This is an optimization exercise on Yosys and OpenROAD, whose aim is a short achievable clock period and few clock cycles per item, not a production implementation. In this exercise RTL edits were held to simulation tests only and were not proved equivalent to the original. No activity file was given, so power comes from the tool's default toggle rates.

alpha:
## bcs
module bcs (
    input  wire       clk,
    input  wire       rst,           
    input  wire       we,
    input  wire [4:0] addr,
    input  wire [7:0] wdata,
    output wire [7:0] rdata,
    input  wire       push_valid,
    input  wire [7:0] push_data,
    output wire       push_ready,
    output wire       pop_valid,
    output wire [7:0] pop_data,
    input  wire       pop_ready
);
    localparam [2:0] PH_IDLE     = 3'd0,
                     PH_LEN_LO   = 3'd1,
                     PH_LEN_HI   = 3'd2,
                     PH_FLAG     = 3'd3,
                     PH_PAYLOAD  = 3'd4,
                     PH_CHECKSUM = 3'd5;
    localparam [1:0] ERR_NONE     = 2'd0,
                     ERR_ILLEGAL  = 2'd1,
                     ERR_BUSY     = 2'd2,
                     ERR_OVERFLOW = 2'd3;
    reg        ovfchk;
    reg [7:0]  flag;
    reg [7:0]  namelen;
    reg [7:0]  htype;
    reg [31:0] plen;
    reg [15:0] hdlen;
    reg [15:0] hparam1;
    reg [15:0] hparam2;
    reg [7:0]  name [0:9];
    reg        plen_b3_nz;   
    reg        plen_b2_nz;   
    reg        plen_b1_ff;   
    reg        plen_b0_fe;   
    reg [1:0]  errcode;
    reg [7:0]  chk;
    reg [15:0] blen;
    reg [2:0]  phase;
    reg        op_enc;       
    reg        op_hblk;      
    reg [31:0] remain;       
    reg [4:0]  idx;          
    reg [7:0]  w_flag;
    reg [7:0]  hrec [0:16];
    reg [7:0]  outbuf;
    reg        outvld;
    reg        done;
    wire busy    = (phase != PH_IDLE) || outvld;
    wire in_pay  = (phase == PH_PAYLOAD) && op_enc;
    wire inrdy   = in_pay && !outvld;
    wire [7:0] status = {phase, outvld, inrdy, (errcode != ERR_NONE), done, busy};
    wire adv = !outvld || pop_ready;
    assign push_ready = in_pay && adv;
    assign pop_valid  = outvld;
    assign pop_data   = outbuf;
    reg [7:0] packed_hdr [0:16];
    integer k;
    always @(*) begin
  ...
export LEC_CHECK = 0
export CAP_MARGIN = 20
export CORE_MARGIN = 2
export CORE_UTILIZATION = 40
export PLACE_DENSITY = 0.6
export SETUP_SLACK_MARGIN = 3.2
export SLEW_MARGIN = 20
export SYNTH_HIERARCHICAL = 1
export PRE_IO_PLACEMENT_TCL = /design/flow/flow/io.tcl
create_clock -name core_clock -period 6.0 [get_ports {clk}]
standard.sh (not shown) runs the stock make flow with config.mk's settings and CLKGATE_MAP_FILE= SYNTH_SCRIPT=/design/flow/synth_recipe.tcl, a recipe that flattens the netlist after the stock synthesis.
==> flow/flow/run.sh <==
#!/bin/bash
# The standard layout, with the read-path pins placed together (flow/io.tcl,
# run just before IO placement). Each tool's output goes to ORFS's own logs
# under orfs/logs; standard.sh's output goes to standard.log here.
set -euo pipefail
here=$(pwd)
echo "export PRE_IO_PLACEMENT_TCL = $here/flow/io.tcl" >> "$FLOW_CONFIG"
bash standard.sh > standard.log 2>&1
==> flow/flow/io.tcl <==
# Before IO placement: keep the register window's pins (addr, we, wdata,
# rdata) together in the middle of the left edge, so the configuration
# registers and the read mux sit close to them and the read path (addr to
# rdata) stays short.
set die [ord::get_die_area]
set h [expr {[lindex $die 3] - [lindex $die 1]}]
set lo [expr {int([lindex $die 1] + 0.30 * $h)}]
set hi [expr {int([lindex $die 1] + 0.70 * $h)}]
set win_pins {}
foreach p {addr[4] addr[3] addr[2] addr[1] addr[0] we
           wdata[0] wdata[1] wdata[2] wdata[3] wdata[4] wdata[5] wdata[6] wdata[7]
           rdata[0] rdata[1] rdata[2] rdata[3] rdata[4] rdata[5] rdata[6] rdata[7]} {
  lappend win_pins [get_ports $p]
}
set_io_pin_constraint -pin_names $win_pins -region left:$lo-$hi
Testbench counts of alpha, summed over its fixed seeds: cycles 47,101, bytes 46,188.
diff inputs: alpha => beta
--- a/flow/design.v
+++ b/flow/design.v
@@ -60,53 +60,40 @@
     integer k;
     always @(*) begin
         packed_hdr[0] = htype;
         for (k = 0; k < 10; k = k + 1)
             packed_hdr[1 + k] = (k < namelen) ? name[k] : 8'h20;
         packed_hdr[11] = hdlen[7:0];
         packed_hdr[12] = hdlen[15:8];
         packed_hdr[13] = hparam1[7:0];
         packed_hdr[14] = hparam1[15:8];
         packed_hdr[15] = hparam2[7:0];
         packed_hdr[16] = hparam2[15:8];
     end
+    reg        rd_ovfchk_n;
+    reg  [7:0] rd_cfg_n [4:27];
+    genvar ra;
     wire [7:0] rd_src [0:31];
     assign rd_src[5'h00] = 8'h00;
     assign rd_src[5'h01] = status;
     assign rd_src[5'h02] = {6'b0, errcode};
-    assign rd_src[5'h03] = {7'b0, ovfchk};
-    assign rd_src[5'h04] = flag;
-    assign rd_src[5'h05] = namelen;
-    assign rd_src[5'h06] = htype;
+    assign rd_src[5'h03] = {7'b0, ~rd_ovfchk_n};
     assign rd_src[5'h07] = 8'h00;
-    assign rd_src[5'h08] = plen[7:0];
-    assign rd_src[5'h09] = plen[15:8];
-    assign rd_src[5'h0A] = plen[23:16];
-    assign rd_src[5'h0B] = plen[31:24];
-    assign rd_src[5'h0C] = hdlen[7:0];
-    assign rd_src[5'h0D] = hdlen[15:8];
-    assign rd_src[5'h0E] = hparam1[7:0];
-    assign rd_src[5'h0F] = hparam1[15:8];
-    assign rd_src[5'h10] = hparam2[7:0];
-    assign rd_src[5'h11] = hparam2[15:8];
-    assign rd_src[5'h12] = name[0];
-    assign rd_src[5'h13] = name[1];
-    assign rd_src[5'h14] = name[2];
-    assign rd_src[5'h15] = name[3];
-    assign rd_src[5'h16] = name[4];
-    assign rd_src[5'h17] = name[5];
-    assign rd_src[5'h18] = name[6];
-    assign rd_src[5'h19] = name[7];
-    assign rd_src[5'h1A] = name[8];
-    assign rd_src[5'h1B] = name[9];
+    generate
+        for (ra = 5'h04; ra <= 5'h1B; ra = ra + 1) begin : g_rd_cfg
+            if (ra != 5'h07) begin : g_src
+                assign rd_src[ra] = ~rd_cfg_n[ra];
+            end
+        end
+    endgenerate
     assign rd_src[5'h1C] = chk;
     assign rd_src[5'h1D] = blen[7:0];
     assign rd_src[5'h1E] = blen[15:8];
     assign rd_src[5'h1F] = 8'h00;
     wire [7:0] grp_sel;                  
     bcs_dec3 u_grp_dec (.a(addr[4:2]), .y(grp_sel));
     genvar b, h;
     generate
         for (b = 0; b < 8; b = b + 1) begin : g_rd
             wire [3:0] lo_sel;           
             wire [7:0] grp_n;            
             bcs_dec2 u_lo_dec (.a(addr[1:0]), .y(lo_sel));
@@ -188,24 +175,43 @@
                 5'h16: name[4] <= wdata;
                 5'h17: name[5] <= wdata;
                 5'h18: name[6] <= wdata;
                 5'h19: name[7] <= wdata;
                 5'h1A: name[8] <= wdata;
                 5'h1B: name[9] <= wdata;
                 default: ;
             endcase
         end
     end
     always @(posedge clk) begin
         if (rst) begin
+            rd_ovfchk_n  <= 1'b1;
+            for (k = 4; k < 28; k = k + 1)
+                rd_cfg_n[k] <= 8'hFF;
+            rd_cfg_n[5]  <= ~8'd5;
+            rd_cfg_n[18] <= ~8'h48;    
+            rd_cfg_n[19] <= ~8'h45;    
+            rd_cfg_n[20] <= ~8'h4C;    
+            rd_cfg_n[21] <= ~8'h4C;    
+            rd_cfg_n[22] <= ~8'h4F;    
+        end else if (we) begin
+            if (addr == 5'h03)
+                rd_ovfchk_n <= ~wdata[0];
+            for (k = 4; k < 28; k = k + 1)
+                if (k != 7 && addr == k[4:0])
+                    rd_cfg_n[k] <= ~wdata;
+        end
+    end
+    always @(posedge clk) begin
+        if (rst) begin
             errcode <= ERR_NONE;
             chk     <= 8'h00;
             blen    <= 16'h0;
             phase   <= PH_IDLE;
             op_enc  <= 1'b0;
             op_hblk <= 1'b0;
             remain  <= 32'h0;
             idx     <= 5'd0;
             w_flag  <= 8'h00;
             for (k = 0; k < 17; k = k + 1)
                 hrec[k] <= 8'h00;
             outbuf  <= 8'h00;
## What came out
- The final layout from beta, which completed every stage, passed the timing, design-rule and antenna checks at the end of the flow.
- Of alpha and beta, the run reporting the higher number of rows created at floorplan was beta.
- Re part of the total power dissipated in combinational logic: alpha and beta aren't equal, and the higher value belongs to alpha.
- Run comparison: alpha most crowded layer after global routing met2; beta most crowded layer after global routing met1
- Compared with alpha, in beta final critical-path setup slack shows an increase of 0.019 ns; shortest period the worst path allows moved down; register bit count reported by yosys picked up an extra about 45%.
- Between alpha and beta, the data arrival time at the worst-slack endpoint is higher for alpha.
- Relative to alpha, via count of the first global-routing pass increased by about 26% in beta.
- Clock skew in beta vs alpha: down 0.011 ns
- The die extent in y number comes out lower for alpha vs beta.
Testbench counts of beta, summed over its fixed seeds: cycles 47,101, bytes 46,188.

---

## run D
Starting RTL as in the previous note.
export LEC_CHECK = 0
export CAP_MARGIN = 20
export CORE_MARGIN = 2
export CORE_UTILIZATION = 40
export PLACE_DENSITY = 0.6
export SETUP_SLACK_MARGIN = 3.2
export SLEW_MARGIN = 20
export SYNTH_HIERARCHICAL = 1
create_clock -name core_clock -period 6.0 [get_ports {clk}]
run.sh (not shown) runs the stock make flow with config.mk's settings and CLKGATE_MAP_FILE= SYNTH_SCRIPT=/design/flow/synth_recipe.tcl, a recipe that flattens the netlist after the stock synthesis.
Stock flow here: none of the scripts above is used.
Testbench counts of run D, summed over its fixed seeds: cycles 47,101, bytes 46,188.
### run D -> run X
diff --git a/flow/design.v b/flow/design.v
--- a/flow/design.v
+++ b/flow/design.v
@@ -63,47 +63,34 @@
         for (k = 0; k < 10; k = k + 1)
             packed_hdr[1 + k] = (k < namelen) ? name[k] : 8'h20;
         packed_hdr[11] = hdlen[7:0];
         packed_hdr[12] = hdlen[15:8];
         packed_hdr[13] = hparam1[7:0];
         packed_hdr[14] = hparam1[15:8];
         packed_hdr[15] = hparam2[7:0];
         packed_hdr[16] = hparam2[15:8];
     end
+    reg        rd_ovfchk_n;
+    reg  [7:0] rd_cfg_n [4:27];
+    genvar ra;
     wire [7:0] rd_src [0:31];
     assign rd_src[5'h00] = 8'h00;
     assign rd_src[5'h01] = status;
     assign rd_src[5'h02] = {6'b0, errcode};
-    assign rd_src[5'h03] = {7'b0, ovfchk};
-    assign rd_src[5'h04] = flag;
-    assign rd_src[5'h05] = namelen;
-    assign rd_src[5'h06] = htype;
+    assign rd_src[5'h03] = {7'b0, ~rd_ovfchk_n};
     assign rd_src[5'h07] = 8'h00;
-    assign rd_src[5'h08] = plen[7:0];
-    assign rd_src[5'h09] = plen[15:8];
-    assign rd_src[5'h0A] = plen[23:16];
-    assign rd_src[5'h0B] = plen[31:24];
-    assign rd_src[5'h0C] = hdlen[7:0];
-    assign rd_src[5'h0D] = hdlen[15:8];
-    assign rd_src[5'h0E] = hparam1[7:0];
-    assign rd_src[5'h0F] = hparam1[15:8];
-    assign rd_src[5'h10] = hparam2[7:0];
-    assign rd_src[5'h11] = hparam2[15:8];
-    assign rd_src[5'h12] = name[0];
-    assign rd_src[5'h13] = name[1];
-    assign rd_src[5'h14] = name[2];
-    assign rd_src[5'h15] = name[3];
-    assign rd_src[5'h16] = name[4];
-    assign rd_src[5'h17] = name[5];
-    assign rd_src[5'h18] = name[6];
-    assign rd_src[5'h19] = name[7];
-    assign rd_src[5'h1A] = name[8];
-    assign rd_src[5'h1B] = name[9];
+    generate
+        for (ra = 5'h04; ra <= 5'h1B; ra = ra + 1) begin : g_rd_cfg
+            if (ra != 5'h07) begin : g_src
+                assign rd_src[ra] = ~rd_cfg_n[ra];
+            end
+        end
+    endgenerate
     assign rd_src[5'h1C] = chk;
     assign rd_src[5'h1D] = blen[7:0];
     assign rd_src[5'h1E] = blen[15:8];
     assign rd_src[5'h1F] = 8'h00;
     wire [7:0] grp_sel;                  
     bcs_dec3 u_grp_dec (.a(addr[4:2]), .y(grp_sel));
     genvar b, h;
     generate
         for (b = 0; b < 8; b = b + 1) begin : g_rd
@@ -191,18 +178,37 @@
                 5'h19: name[7] <= wdata;
                 5'h1A: name[8] <= wdata;
                 5'h1B: name[9] <= wdata;
                 default: ;
             endcase
         end
     end
     always @(posedge clk) begin
         if (rst) begin
+            rd_ovfchk_n  <= 1'b1;
+            for (k = 4; k < 28; k = k + 1)
+                rd_cfg_n[k] <= 8'hFF;
+            rd_cfg_n[5]  <= ~8'd5;
+            rd_cfg_n[18] <= ~8'h48;    
+            rd_cfg_n[19] <= ~8'h45;    
+            rd_cfg_n[20] <= ~8'h4C;    
+            rd_cfg_n[21] <= ~8'h4C;    
+            rd_cfg_n[22] <= ~8'h4F;    
+        end else if (we) begin
+            if (addr == 5'h03)
+                rd_ovfchk_n <= ~wdata[0];
+            for (k = 4; k < 28; k = k + 1)
+                if (k != 7 && addr == k[4:0])
+                    rd_cfg_n[k] <= ~wdata;
+        end
+    end
+    always @(posedge clk) begin
+        if (rst) begin
             errcode <= ERR_NONE;
             chk     <= 8'h00;
             blen    <= 16'h0;
             phase   <= PH_IDLE;
             op_enc  <= 1'b0;
             op_hblk <= 1'b0;
             remain  <= 32'h0;
             idx     <= 5'd0;
             w_flag  <= 8'h00;
[summary]
Compared with run D, run X shows DRC marker count from the first detailed-route iteration that has gone up slightly.
Changes observed in run X relative to run D: global routing usage on met1 shows a reduction of 2.0 points; worst hold slack shows a reduction of 13 ps; routed wire length shows an increase of 21%.
Sequential fraction of design power in run X vs run D: up 1.0 points
Re cell area: run D was lower than run X.
In the tables for run D and run X, half-perimeter wire length after detailed placement reads higher with run X.
Simple-gate area share of the yosys netlist: run X vs run D, no meaningful difference
Diff run D -> run X: layout-stage area growth over the synthesis result now sits lower; time the worst path needs with I/O delays and setup rose by 180 ps.
Testbench counts of run X, summed over its fixed seeds: cycles 47,101, bytes 46,188.

---

Setup of P:
bcs, a different RTL version from the one above (not shown whole).
For scale: ~2,400 cells after synthesis, roughly 410 flip-flops.
make LEC_CHECK=0 CAP_MARGIN=20 CORE_MARGIN=2 CORE_UTILIZATION=40 PLACE_DENSITY=0.6 SETUP_SLACK_MARGIN=3.2 SLEW_MARGIN=20 SYNTH_HIERARCHICAL=1 finish   # period 6.0 ns
Testbench counts of P, summed over its fixed seeds: cycles 47,101, bytes 46,188.
For Q, these inputs were changed with respect to P:
-- flow/design.v --
<<< P, line 103
    assign rd_src[5'h1E] = blen[15:8];
    assign rd_src[5'h1F] = 8'h00;
    wire [3:0] lo_sel;                   
    bcs_dec2 u_lo_dec (.a(addr[1:0]), .y(lo_sel));
    genvar b, l;
    generate
        for (b = 0; b < 8; b = b + 1) begin : g_rd
            wire [7:0] grp_sel;          
            if (b % 2 == 0) begin : g_dec
                bcs_dec3 u_grp_dec (.a(addr[4:2]), .y(grp_sel));
            end else begin : g_nodec
                assign grp_sel = g_rd[b-1].grp_sel;
            end
            wire [3:0] col_n;            
            for (l = 0; l < 4; l = l + 1) begin : g_col
                wire m01_n, m23_n, m45_n, m67_n, col;
                bcs_ao22i u_m01 (.a1(grp_sel[0]), .a2(rd_src[0*4+l][b]),
                                 .b1(grp_sel[1]), .b2(rd_src[1*4+l][b]), .y(m01_n));
                bcs_ao22i u_m23 (.a1(grp_sel[2]), .a2(rd_src[2*4+l][b]),
                                 .b1(grp_sel[3]), .b2(rd_src[3*4+l][b]), .y(m23_n));
                bcs_ao22i u_m45 (.a1(grp_sel[4]), .a2(rd_src[4*4+l][b]),
                                 .b1(grp_sel[5]), .b2(rd_src[5*4+l][b]), .y(m45_n));
                bcs_ao22i u_m67 (.a1(grp_sel[6]), .a2(rd_src[6*4+l][b]),
                                 .b1(grp_sel[7]), .b2(rd_src[7*4+l][b]), .y(m67_n));
                bcs_nand4 u_col (.a(m01_n), .b(m23_n), .c(m45_n), .d(m67_n), .y(col));
                bcs_nand2 u_sel (.a(col), .b(lo_sel[l]), .y(col_n[l]));
            end
            bcs_nand4 u_out (.a(col_n[0]), .b(col_n[1]), .c(col_n[2]), .d(col_n[3]), .y(rdata[b]));
        end
    endgenerate
>>> Q, line 103
    assign rd_src[5'h1E] = blen[15:8];
    assign rd_src[5'h1F] = 8'h00;
    wire [7:0] grp_sel;                  
    bcs_dec3 u_grp_dec (.a(addr[4:2]), .y(grp_sel));
    genvar b, h;
    generate
        for (b = 0; b < 8; b = b + 1) begin : g_rd
            wire [7:0] grp_n;            
            for (h = 0; h < 8; h = h + 1) begin : g_grp
                wire m01_n, m23_n, m;
                bcs_mux2i u_m01 (.s(addr[0]), .a(rd_src[4*h+0][b]), .b(rd_src[4*h+1][b]), .y(m01_n));
                bcs_mux2i u_m23 (.s(addr[0]), .a(rd_src[4*h+2][b]), .b(rd_src[4*h+3][b]), .y(m23_n));
                bcs_mux2i u_m   (.s(addr[1]), .a(m01_n), .b(m23_n), .y(m));
                bcs_nand2 u_grp (.a(m), .b(grp_sel[h]), .y(grp_n[h]));
            end
            wire lo_n, hi_n;
            bcs_and4  u_lo (.a(grp_n[0]), .b(grp_n[1]), .c(grp_n[2]), .d(grp_n[3]), .y(lo_n));
            bcs_and4  u_hi (.a(grp_n[4]), .b(grp_n[5]), .c(grp_n[6]), .d(grp_n[7]), .y(hi_n));
            bcs_nand2 u_out (.a(lo_n), .b(hi_n), .y(rdata[b]));
        end
    endgenerate
<<< P, line 328
    end
endmodule
module bcs_dec2 (input wire [1:0] a, output wire [3:0] y);
    assign y[0] = ~a[1] & ~a[0];
    assign y[1] = ~a[1] &  a[0];
    assign y[2] =  a[1] & ~a[0];
    assign y[3] =  a[1] &  a[0];
endmodule
module bcs_dec3 (input wire [2:0] a, output wire [7:0] y);
>>> Q, line 319
    end
endmodule
module bcs_mux2i (input wire s, input wire a, input wire b, output wire y);
    assign y = ~(s ? b : a);
endmodule
module bcs_dec3 (input wire [2:0] a, output wire [7:0] y);
<<< P, line 344
    assign y[7] =  a[2] &  a[1] &  a[0];
endmodule
module bcs_ao22i (input wire a1, input wire a2, input wire b1, input wire b2,
                  output wire y);
    assign y = ~((a1 & a2) | (b1 & b2));
endmodule
module bcs_nand2 (input wire a, input wire b, output wire y);
    assign y = ~(a & b);
endmodule
module bcs_nand4 (input wire a, input wire b, input wire c, input wire d,
                  output wire y);
    assign y = ~(a & b & c & d);
endmodule
>>> Q, line 332
    assign y[7] =  a[2] &  a[1] &  a[0];
endmodule
module bcs_nand2 (input wire a, input wire b, output wire y);
    assign y = ~(a & b);
endmodule
module bcs_and4 (input wire a, input wire b, input wire c, input wire d,
                 output wire y);
    assign y = a & b & c & d;
endmodule
==> comparison <==
- In summary, Q completed successfully, with a layout that passed the timing, design-rule and antenna checks.
- Overall power consumption for Q: 0.92% down relative to P
- Largest family of logic cells by synthesized area = simple AND/OR/NAND/NOR gates: Q; largest family of logic cells by synthesized area = compound AO/OA/AOI/OAI gates: P
- Final instance count without filler cells for Q: about 0.34% up relative to P
- Per the comparison of Q with P, count of clock-buffer cells in the layout went up; global-route usage went down; wire length reported by the detailed router went down; clock network contribution to total cell area did not really move.
- Final area | Q below P
- Summary of Q over P: number of synthesized flops with an enable pin about even; placeable core region picked up an extra 0.41%.
- End point of the critical path: rdata[1] -> Q, rdata[2] -> P
- Taking P as the reference point, the area of combinational cells with multiple inputs of Q rises by 1.2%.
- Q ends up with a synthesized area divided by synthesized cell count that is 1.5% lower than in P.
- There was hardly any difference in final hold slack between Q and P.
- From P to Q the numbers moved as follows: slew at the pin closest to its max-slew limit climbed 0.020 ns; non-clock buffer count dropped 42.
Testbench counts of Q, summed over its fixed seeds: cycles 47,101, bytes 46,188.

-- what the ideal ports hide --
How much do the figures lean on ideal ports? The routed layouts below were timed once more, with nothing changed but the port constraints. Step 1 (the two cells are an assumption about what drives the block):
set clk [get_ports {clk}]
set_driving_cell -lib_cell sky130_fd_sc_hd__clkbuf_16 $clk
set_driving_cell -lib_cell sky130_fd_sc_hd__buf_2 [delete_from_list [all_inputs] $clk]
Step 2 moves the port delays by t, midway between the first and last clock arrival at a register: inputs arrive t later, outputs are due t later. That takes back most of the time a late clock gives input paths. a / b / c = ideal / step 1 / step 2; a / b = the first two.
run	shift t [ns]	setup slack, ns	worst register clock-pin slew, ns
alpha	0.643	2.294 / 1.982 / 1.982	0.07 / 0.07
beta	0.665	2.314 / 2.140 / 2.140	0.07 / 0.07
run D	0.629	2.343 / 1.968 / 1.968	0.07 / 0.07
run X	0.669	2.167 / 2.076 / 2.076	0.06 / 0.06
P	0.663	2.176 / 1.893 / 1.893	0.07 / 0.07
Q	0.655	2.224 / 1.905 / 1.905	0.07 / 0.07
After both steps every run listed still meets setup and hold. The setup slack of run D, which loses most, moves by -0.375 ns with the drivers and by -0.375 ns with both steps.
